From an optimization exercise on the open Yosys and OpenROAD flow, aimed at small area, a short achievable clock period and few clock cycles per item; shortcuts taken in it are not production practice.
The RTL of this run was laid out without a check of its function.
Power is estimated from default activity; no workload was simulated.

==> design/flow/design.v <==
module gcr62_codec (
    input  wire       clk,
    input  wire       rst,
    input  wire       in_valid,
    output wire       in_ready,
    input  wire [7:0] in_data,
    input  wire       in_mode,
    output wire       out_valid,
    input  wire       out_ready,
    output wire [7:0] out_data,
    output wire       out_last,
    output wire       out_err,
    output wire       out_ckerr
);
    localparam S_LOAD = 1'b0;
    localparam S_OUT  = 1'b1;
    function [7:0] nib_rom;
        input [5:0] v;
        begin
            case (v)
                6'd0:  nib_rom = 8'h96;  6'd1:  nib_rom = 8'h97;
                6'd2:  nib_rom = 8'h9A;  6'd3:  nib_rom = 8'h9B;
                6'd4:  nib_rom = 8'h9D;  6'd5:  nib_rom = 8'h9E;
                6'd6:  nib_rom = 8'h9F;  6'd7:  nib_rom = 8'hA6;
                6'd8:  nib_rom = 8'hA7;  6'd9:  nib_rom = 8'hAB;
                6'd10: nib_rom = 8'hAC;  6'd11: nib_rom = 8'hAD;
                6'd12: nib_rom = 8'hAE;  6'd13: nib_rom = 8'hAF;
                6'd14: nib_rom = 8'hB2;  6'd15: nib_rom = 8'hB3;
                6'd16: nib_rom = 8'hB4;  6'd17: nib_rom = 8'hB5;
                6'd18: nib_rom = 8'hB6;  6'd19: nib_rom = 8'hB7;
                6'd20: nib_rom = 8'hB9;  6'd21: nib_rom = 8'hBA;
                6'd22: nib_rom = 8'hBB;  6'd23: nib_rom = 8'hBC;
                6'd24: nib_rom = 8'hBD;  6'd25: nib_rom = 8'hBE;
                6'd26: nib_rom = 8'hBF;  6'd27: nib_rom = 8'hCB;
                6'd28: nib_rom = 8'hCD;  6'd29: nib_rom = 8'hCE;
                6'd30: nib_rom = 8'hCF;  6'd31: nib_rom = 8'hD3;
                6'd32: nib_rom = 8'hD6;  6'd33: nib_rom = 8'hD7;
                6'd34: nib_rom = 8'hD9;  6'd35: nib_rom = 8'hDA;
                6'd36: nib_rom = 8'hDB;  6'd37: nib_rom = 8'hDC;
                6'd38: nib_rom = 8'hDD;  6'd39: nib_rom = 8'hDE;
                6'd40: nib_rom = 8'hDF;  6'd41: nib_rom = 8'hE5;
                6'd42: nib_rom = 8'hE6;  6'd43: nib_rom = 8'hE7;
                6'd44: nib_rom = 8'hE9;  6'd45: nib_rom = 8'hEA;
                6'd46: nib_rom = 8'hEB;  6'd47: nib_rom = 8'hEC;
                6'd48: nib_rom = 8'hED;  6'd49: nib_rom = 8'hEE;
                6'd50: nib_rom = 8'hEF;  6'd51: nib_rom = 8'hF2;
                6'd52: nib_rom = 8'hF3;  6'd53: nib_rom = 8'hF4;
                6'd54: nib_rom = 8'hF5;  6'd55: nib_rom = 8'hF6;
                6'd56: nib_rom = 8'hF7;  6'd57: nib_rom = 8'hF9;
                6'd58: nib_rom = 8'hFA;  6'd59: nib_rom = 8'hFB;
                6'd60: nib_rom = 8'hFC;  6'd61: nib_rom = 8'hFD;
                6'd62: nib_rom = 8'hFE;  default: nib_rom = 8'hFF;
            endcase
        end
    endfunction
    function [6:0] denib;
        input [7:0] b;
        begin
            case (b)
                8'h96: denib = {1'b1, 6'd0};   8'h97: denib = {1'b1, 6'd1};
                8'h9A: denib = {1'b1, 6'd2};   8'h9B: denib = {1'b1, 6'd3};
                8'h9D: denib = {1'b1, 6'd4};   8'h9E: denib = {1'b1, 6'd5};
                8'h9F: denib = {1'b1, 6'd6};   8'hA6: denib = {1'b1, 6'd7};
                8'hA7: denib = {1'b1, 6'd8};   8'hAB: denib = {1'b1, 6'd9};
                8'hAC: denib = {1'b1, 6'd10};  8'hAD: denib = {1'b1, 6'd11};
                8'hAE: denib = {1'b1, 6'd12};  8'hAF: denib = {1'b1, 6'd13};
                8'hB2: denib = {1'b1, 6'd14};  8'hB3: denib = {1'b1, 6'd15};
                8'hB4: denib = {1'b1, 6'd16};  8'hB5: denib = {1'b1, 6'd17};
                8'hB6: denib = {1'b1, 6'd18};  8'hB7: denib = {1'b1, 6'd19};
                8'hB9: denib = {1'b1, 6'd20};  8'hBA: denib = {1'b1, 6'd21};
                8'hBB: denib = {1'b1, 6'd22};  8'hBC: denib = {1'b1, 6'd23};
                8'hBD: denib = {1'b1, 6'd24};  8'hBE: denib = {1'b1, 6'd25};
                8'hBF: denib = {1'b1, 6'd26};  8'hCB: denib = {1'b1, 6'd27};
                8'hCD: denib = {1'b1, 6'd28};  8'hCE: denib = {1'b1, 6'd29};
                8'hCF: denib = {1'b1, 6'd30};  8'hD3: denib = {1'b1, 6'd31};
                8'hD6: denib = {1'b1, 6'd32};  8'hD7: denib = {1'b1, 6'd33};
                8'hD9: denib = {1'b1, 6'd34};  8'hDA: denib = {1'b1, 6'd35};
                8'hDB: denib = {1'b1, 6'd36};  8'hDC: denib = {1'b1, 6'd37};
                8'hDD: denib = {1'b1, 6'd38};  8'hDE: denib = {1'b1, 6'd39};
                8'hDF: denib = {1'b1, 6'd40};  8'hE5: denib = {1'b1, 6'd41};
                8'hE6: denib = {1'b1, 6'd42};  8'hE7: denib = {1'b1, 6'd43};
                8'hE9: denib = {1'b1, 6'd44};  8'hEA: denib = {1'b1, 6'd45};
                8'hEB: denib = {1'b1, 6'd46};  8'hEC: denib = {1'b1, 6'd47};
                8'hED: denib = {1'b1, 6'd48};  8'hEE: denib = {1'b1, 6'd49};
                8'hEF: denib = {1'b1, 6'd50};  8'hF2: denib = {1'b1, 6'd51};
                8'hF3: denib = {1'b1, 6'd52};  8'hF4: denib = {1'b1, 6'd53};
                8'hF5: denib = {1'b1, 6'd54};  8'hF6: denib = {1'b1, 6'd55};
                8'hF7: denib = {1'b1, 6'd56};  8'hF9: denib = {1'b1, 6'd57};
                8'hFA: denib = {1'b1, 6'd58};  8'hFB: denib = {1'b1, 6'd59};
                8'hFC: denib = {1'b1, 6'd60};  8'hFD: denib = {1'b1, 6'd61};
                8'hFE: denib = {1'b1, 6'd62};  8'hFF: denib = {1'b1, 6'd63};
                default: denib = 7'd0;
            endcase
        end
    endfunction
    function [1:0] swap2;
        input [1:0] x;
        swap2 = {x[0], x[1]};
    endfunction
    reg        state;
    reg        mode;        
    reg  [8:0] cnt;         
    reg  [6:0] sidx;        
    reg  [1:0] sect;        
    reg  [5:0] run;         
    reg        err;         
    reg        ckerr;       
    reg  [5:0] pri [0:255];
    reg  [5:0] sec [0:85];
    wire       in_fire  = in_valid && in_ready;
    wire       out_fire = out_valid && out_ready;
    wire       cur_mode = (cnt == 9'd0) ? in_mode : mode;
    wire       pri_late = (state == S_LOAD) ? cur_mode : !mode;
    wire [8:0] pidx_w   = pri_late ? (cnt - 9'd86) : cnt;
    wire [7:0] pidx     = pidx_w[7:0];
    wire [6:0] dn       = denib(in_data);
    wire [5:0] run_next = run ^ dn[5:0];
    wire [8:0] load_len = cur_mode ? 9'd343 : 9'd256;
    wire [8:0] out_len  = mode ? 9'd256 : 9'd343;
    wire       load_end = (cnt == load_len - 9'd1);
    wire       out_end  = (cnt == out_len - 9'd1);
    wire [5:0] enc_v    = (cnt < 9'd86)  ? sec[sidx] :
                          (cnt < 9'd342) ? pri[pidx] : 6'd0;
    wire [7:0] enc_byte = nib_rom(enc_v ^ run);
    wire [5:0] dec_sec  = sec[sidx];
    wire [1:0] dec_pair = (sect == 2'd0) ? dec_sec[1:0] :
                          (sect == 2'd1) ? dec_sec[3:2] : dec_sec[5:4];
    wire [7:0] dec_byte = {pri[pidx], swap2(dec_pair)};
    assign in_ready  = (state == S_LOAD);
    assign out_valid = (state == S_OUT);
    assign out_data  = mode ? dec_byte : enc_byte;
    assign out_last  = out_valid && out_end;
    assign out_err   = out_last && err;
    assign out_ckerr = out_last && ckerr && !err;
    always @(posedge clk) begin
        if (rst) begin
            state <= S_LOAD;
            mode  <= 1'b0;
            cnt   <= 9'd0;
            sidx  <= 7'd0;
            sect  <= 2'd0;
            run   <= 6'd0;
            err   <= 1'b0;
            ckerr <= 1'b0;
        end else if (state == S_LOAD) begin
            if (in_fire) begin
                mode <= cur_mode;
                if (cur_mode) begin
                    run <= run_next;
                    if (!dn[6])
                        err <= 1'b1;
                end
                if (load_end) begin
                    if (cur_mode)
                        ckerr <= (run_next != 6'd0);
                    state <= S_OUT;
                    cnt   <= 9'd0;
                    sidx  <= 7'd0;
                    sect  <= 2'd0;
                    run   <= 6'd0;
                end else begin
                    cnt <= cnt + 9'd1;
                    if (sidx == 7'd85) begin
                        sidx <= 7'd0;
                        sect <= sect + 2'd1;
                    end else begin
                        sidx <= sidx + 7'd1;
                    end
                end
            end
        end else begin
            if (out_fire) begin
                if (!mode)
                    run <= enc_v;
                if (out_end) begin
                    state <= S_LOAD;
                    cnt   <= 9'd0;
                    sidx  <= 7'd0;
                    sect  <= 2'd0;
                    run   <= 6'd0;
                    err   <= 1'b0;
                    ckerr <= 1'b0;
                end else begin
                    cnt <= cnt + 9'd1;
                    if (sidx == 7'd85) begin
                        sidx <= 7'd0;
                        sect <= sect + 2'd1;
                    end else begin
                        sidx <= sidx + 7'd1;
                    end
                end
            end
        end
    end
    always @(posedge clk) begin
        if (state == S_LOAD && in_fire) begin
            if (cur_mode) begin
                if (cnt < 9'd86)
                    sec[sidx] <= run_next;
                else if (cnt < 9'd342)
                    pri[pidx] <= run_next;
            end else begin
                pri[pidx] <= in_data[7:2];
                if (sect == 2'd0)
                    sec[sidx] <= {4'd0, swap2(in_data[1:0])};
                else if (sect == 2'd1)
                    sec[sidx] <= sec[sidx] | {2'd0, swap2(in_data[1:0]), 2'd0};
                else
                    sec[sidx] <= sec[sidx] | {swap2(in_data[1:0]), 4'd0};
            end
        end
    end
endmodule
==> design/flow/run.sh <==
#!/bin/bash
# synth_recipe.tcl (not shown) runs the flow's synth.tcl, then flattens the netlist and writes it again
# the make line also repeats each setting of config.mk as NAME=value (left out here)
make -C /OpenROAD-flow-scripts/flow DESIGN_CONFIG=/design/flow/config.mk WORK_HOME=/design/flow/orfs CLKGATE_MAP_FILE= SYNTH_SCRIPT=/design/flow/synth_recipe.tcl finish
==> design/flow/config.mk <==
export PLATFORM = sky130hd
export DESIGN_NAME = gcr62_codec
export DESIGN_NICKNAME = gcr62_codec
export VERILOG_FILES = /design/flow/design.v
export SDC_FILE = /design/flow/constraint.sdc
export NUM_CORES = 4
export LEC_CHECK = 0
export CAP_MARGIN = 20
export CORE_MARGIN = 2
export CORE_UTILIZATION = 40
export SLEW_MARGIN = 20
==> design/flow/constraint.sdc <==
create_clock -name core_clock -period 13.0 [get_ports {clk}]
set_input_delay 2.6000 -clock core_clock [delete_from_list [all_inputs] [get_ports {clk}]]
set_output_delay 2.6000 -clock core_clock [all_outputs]
set_load 0.01 [all_outputs]
==> run notes <==
## layer usage
metal | part of all wire | track usage | vias up | wire length (um)
li1 | - | - | 21770 | -
met1 | 0.40 | 0.3088 | 26610 | 99900
met2 | 0.46 | 0.3420 | 2748 | 114600
met3 | 0.094 | 0.03969 | 454 | 23300
met4 | 0.038 | 0.08344 | 8 | 9520
met5 | 0.00022 | 0 | - | 54
## registers in the layout, indices dropped and copies added, names as in the netlist, named ones only
signal / flops
run: 6
sec: 516
err: 1
sect: 2
sidx: 7
state: 1
cnt: 9
ckerr: 1
pri: 1536
mode: 1
## cells in the mapped netlist, drive strengths merged (13+ instances only)
cell / n
edfxtp: 2052
nand2: 522
nor2: 469
mux4: 334
nand3: 303
clkbuf: 218
buf: 186
a21oi: 159
nand4: 121
o21ai: 103
a211oi: 101
o22ai: 97
mux2i: 83
o2bb2a: 80
o211ai: 55
a2111oi: 48
dfxtp: 35
nor3: 33
a41oi: 32
a22oi: 30
nor2b: 29
inv: 28
nor4: 28
and3: 25
xnor2: 23
o2111ai: 19
ha: 18
mux2: 18
a31oi: 16
or2: 15
xor2: 13
## cell families (layout without fill, tap and decap cells)
family	count (synthesis)	after routing	synth area share
flops	2087	2087	0.7179
xor+xnor	38	38	0.004814
mux	435	435	0.09856
compound gates	845	845	0.07009
fa+ha+maj	19	19	0.002710
other cells	0	3	0
buf+inv	432	638	0.02316
simple gates	1589	1589	0.08276
## through the flow
| step | power (mW) | worst slack, ps | cell area, um2 | hold WS (ps) | utilization |
|---|---|---|---|---|---|
| CTS | 16.21 | 464.1 | 97510 | 537.8 | 0.4504 |
| floorplan | 9.454 | 201.7 | 86810 | 462.4 | - |
| finish | 16.16 | 351.0 | 97520 | 542.7 | 0.4504 |
| global route | 16.61 | 211.6 | 97520 | 566.8 | 0.4504 |
| global placement | 10.27 | 386.6 | 90660 | 519.4 | 0.4187 |
| detailed placement | 10.30 | 477.9 | 90690 | 523.3 | 0.4188 |
## report_power, final
group	total (mW)	switching, mW	internal, mW
combinational	2.35	1.68	0.669
sequential	7.82	0.0252	7.80
clock	5.98	2.62	3.36
## final cells by class
class | count | share of cell area
Inverter | 28 | 0.001155
Timing Repair Buffer | 216 | 0.01963
Sequential cell | 2087 | 0.6392
Antenna cell | 3 | 0.00007698
Clock buffer | 264 | 0.05614
Multi-Input combinational cell | 2926 | 0.2333
Tap cell | 2854 | 0.03662
Clock inverter | 130 | 0.01384
## worst paths after layout
check           from  depth (start not counted)           to
max          in_mode                         24  out_data[2]
min              err                          2          err
max reg2reg   cnt[0]                         16       run[4]
min reg2reg      err                          2          err
## critical path: stages
cell and delay, ps:
clkdlybuf4s50_1 480, nor2b_1 230, o21ai_0 640, a31o_4 880
buf_12 390, mux4_2 330, o22ai_1 90, nor2_1 680
o2111ai_1 320, nor4_2 370, buf_4 190, a21oi_2 100
xnor2_4 170, inv_1 150, ha_1 330, nand2_1 110
o21ai_0 90, nand2_1 100, o21ai_0 90, a311oi_1 250
o211ai_1 170, o2111a_1 170, or4_1 510, clkdlybuf4s50_1 490
==> impl_metrics.ini <==
[cts]
numCtsBuffers = 208
clkTransAtPathRegs_ps = 70
cts_max_path_buffers = 3
clk_latency_ps = 890
post_cts_buffers = 0
root_buffer = clkbuf_16
cts_hold_buf = 0
cts_sinks = 2087
post_cts_resized = 0
h-tree-depth = 4
cts_tree = done

[logic_synthesis]
synthFlopType = edfxtp_1
synth-edff-count = 2052
ys_top_cells_by_area = edfxtp_1, mux4_2, nand2_1
netlist_area_um2 = 86810
synth_cell_type_count = 100
synth_top_area_frac = 0.7098
synthCells = 5445
syn_avg_cell_area_um2 = 15.94
ys_ff_latch = 2087
yosysSeqAreaShare = 0.7179
synth_area_leader_cell = edfxtp_1
synth_nets = 5476
ys.warnings.count = 1
async_reset_ff_frac = 0

[worst_setup_path]
cp.required_ps = 10400
reg2reg_slack_ps = 5810
cp.arrival_ps = 10050
crit_fanout = 67
crit_path_start_kind = input pin
end_kind = output pin
critPathKind = input pin to output pin

[cells_and_area]
seq_area_um2 = 62340
multi_input_area_um2 = 22760
fill_cells = 18610
final_cell_mix = edfxtp_1, nand2_1, nor2_1
layout_commonest_cell = edfxtp_1
drive_gt1_frac = 0.1637
fin_cells = 8508
fin_nets = 5498
syn_to_final_growth_pct = 12.34

[power]
power_density_nw_per_um2 = 165.7
p_leak_nw = 29.84
ir_worst_vdd_v = 0.0001387

[sta]
tns_ps = 0
finalSetupViolCount = 0
finalHoldViolations = 0
worst_slew_pin_slew_ps = 1288
fmax_mhz = 79.06
fin_crit_ps = 12650
rsz0062_at_grt = false
fin_crit_sh = 0.9730
maxSlewHeadroom = 0.1385
fin_skew_ps = 70.05
slew_viol_final = 0

[floorplan]
dieHeight_um = 469.9
design.die.area_um2 = 220800
rows = 171
die_x_um = 469.9
core-area_um2 = 216500
top_level_ports = 26
initial_core_util = 0.4009

[global_routing]
gr-total-overflow = 0
grt_pass1_wl_um = 358000
antenna_found_initial = 11
track_usage = 0.2198
grt_max_degree = 205
grt_pass1_vias = 49910

[flow_run]
maxCapViolCount = 0

[status]
status = complete, no violations

[routing]
wire_per_inst_um = 29.08
drt-total-wl_um = 247400
ant_nets = 0
drt_iter0_drc = 6974
vias_per_cell = 6.063
drc = 0
num_vias = 51590
drt-pass1-iter-count = 12

[place]
place_inst = 8111
io_buffers = 25
post-dp-hpwl_um = 150400
gp_routability_congestion = 0.8709

[min_path]
min_path_type = flop to flop

## what the ideal ports hide
Ports are ideal in the flow. The routed layout listed here was re-timed in OpenROAD. Step 1 sets driving cells, clkbuf_16 on the clock port and buf_2 on the other inputs (assumed; they add their load-dependent delay and slew). Step 2 adds t to the input delays and takes it off the output delays; t is the mean of the earliest and latest rising clock arrival at the registers after step 1. Input paths then give back, and output paths get back, about the clock's delay inside the block. Three values: ideal ports, drivers, drivers and shift; two values: the first two.
t (ns): 0.927
setup WS [ns]: 0.351 / 0.266 / 0.266
worst setup path after step 2: input to output
worst slew at a driven data input, ns: 0.12
cell pins on the clock port's net: 1
After both steps this run still meets setup and hold. The setup slack of this run moves by -0.085 ns with the drivers and by -0.085 ns with both steps.
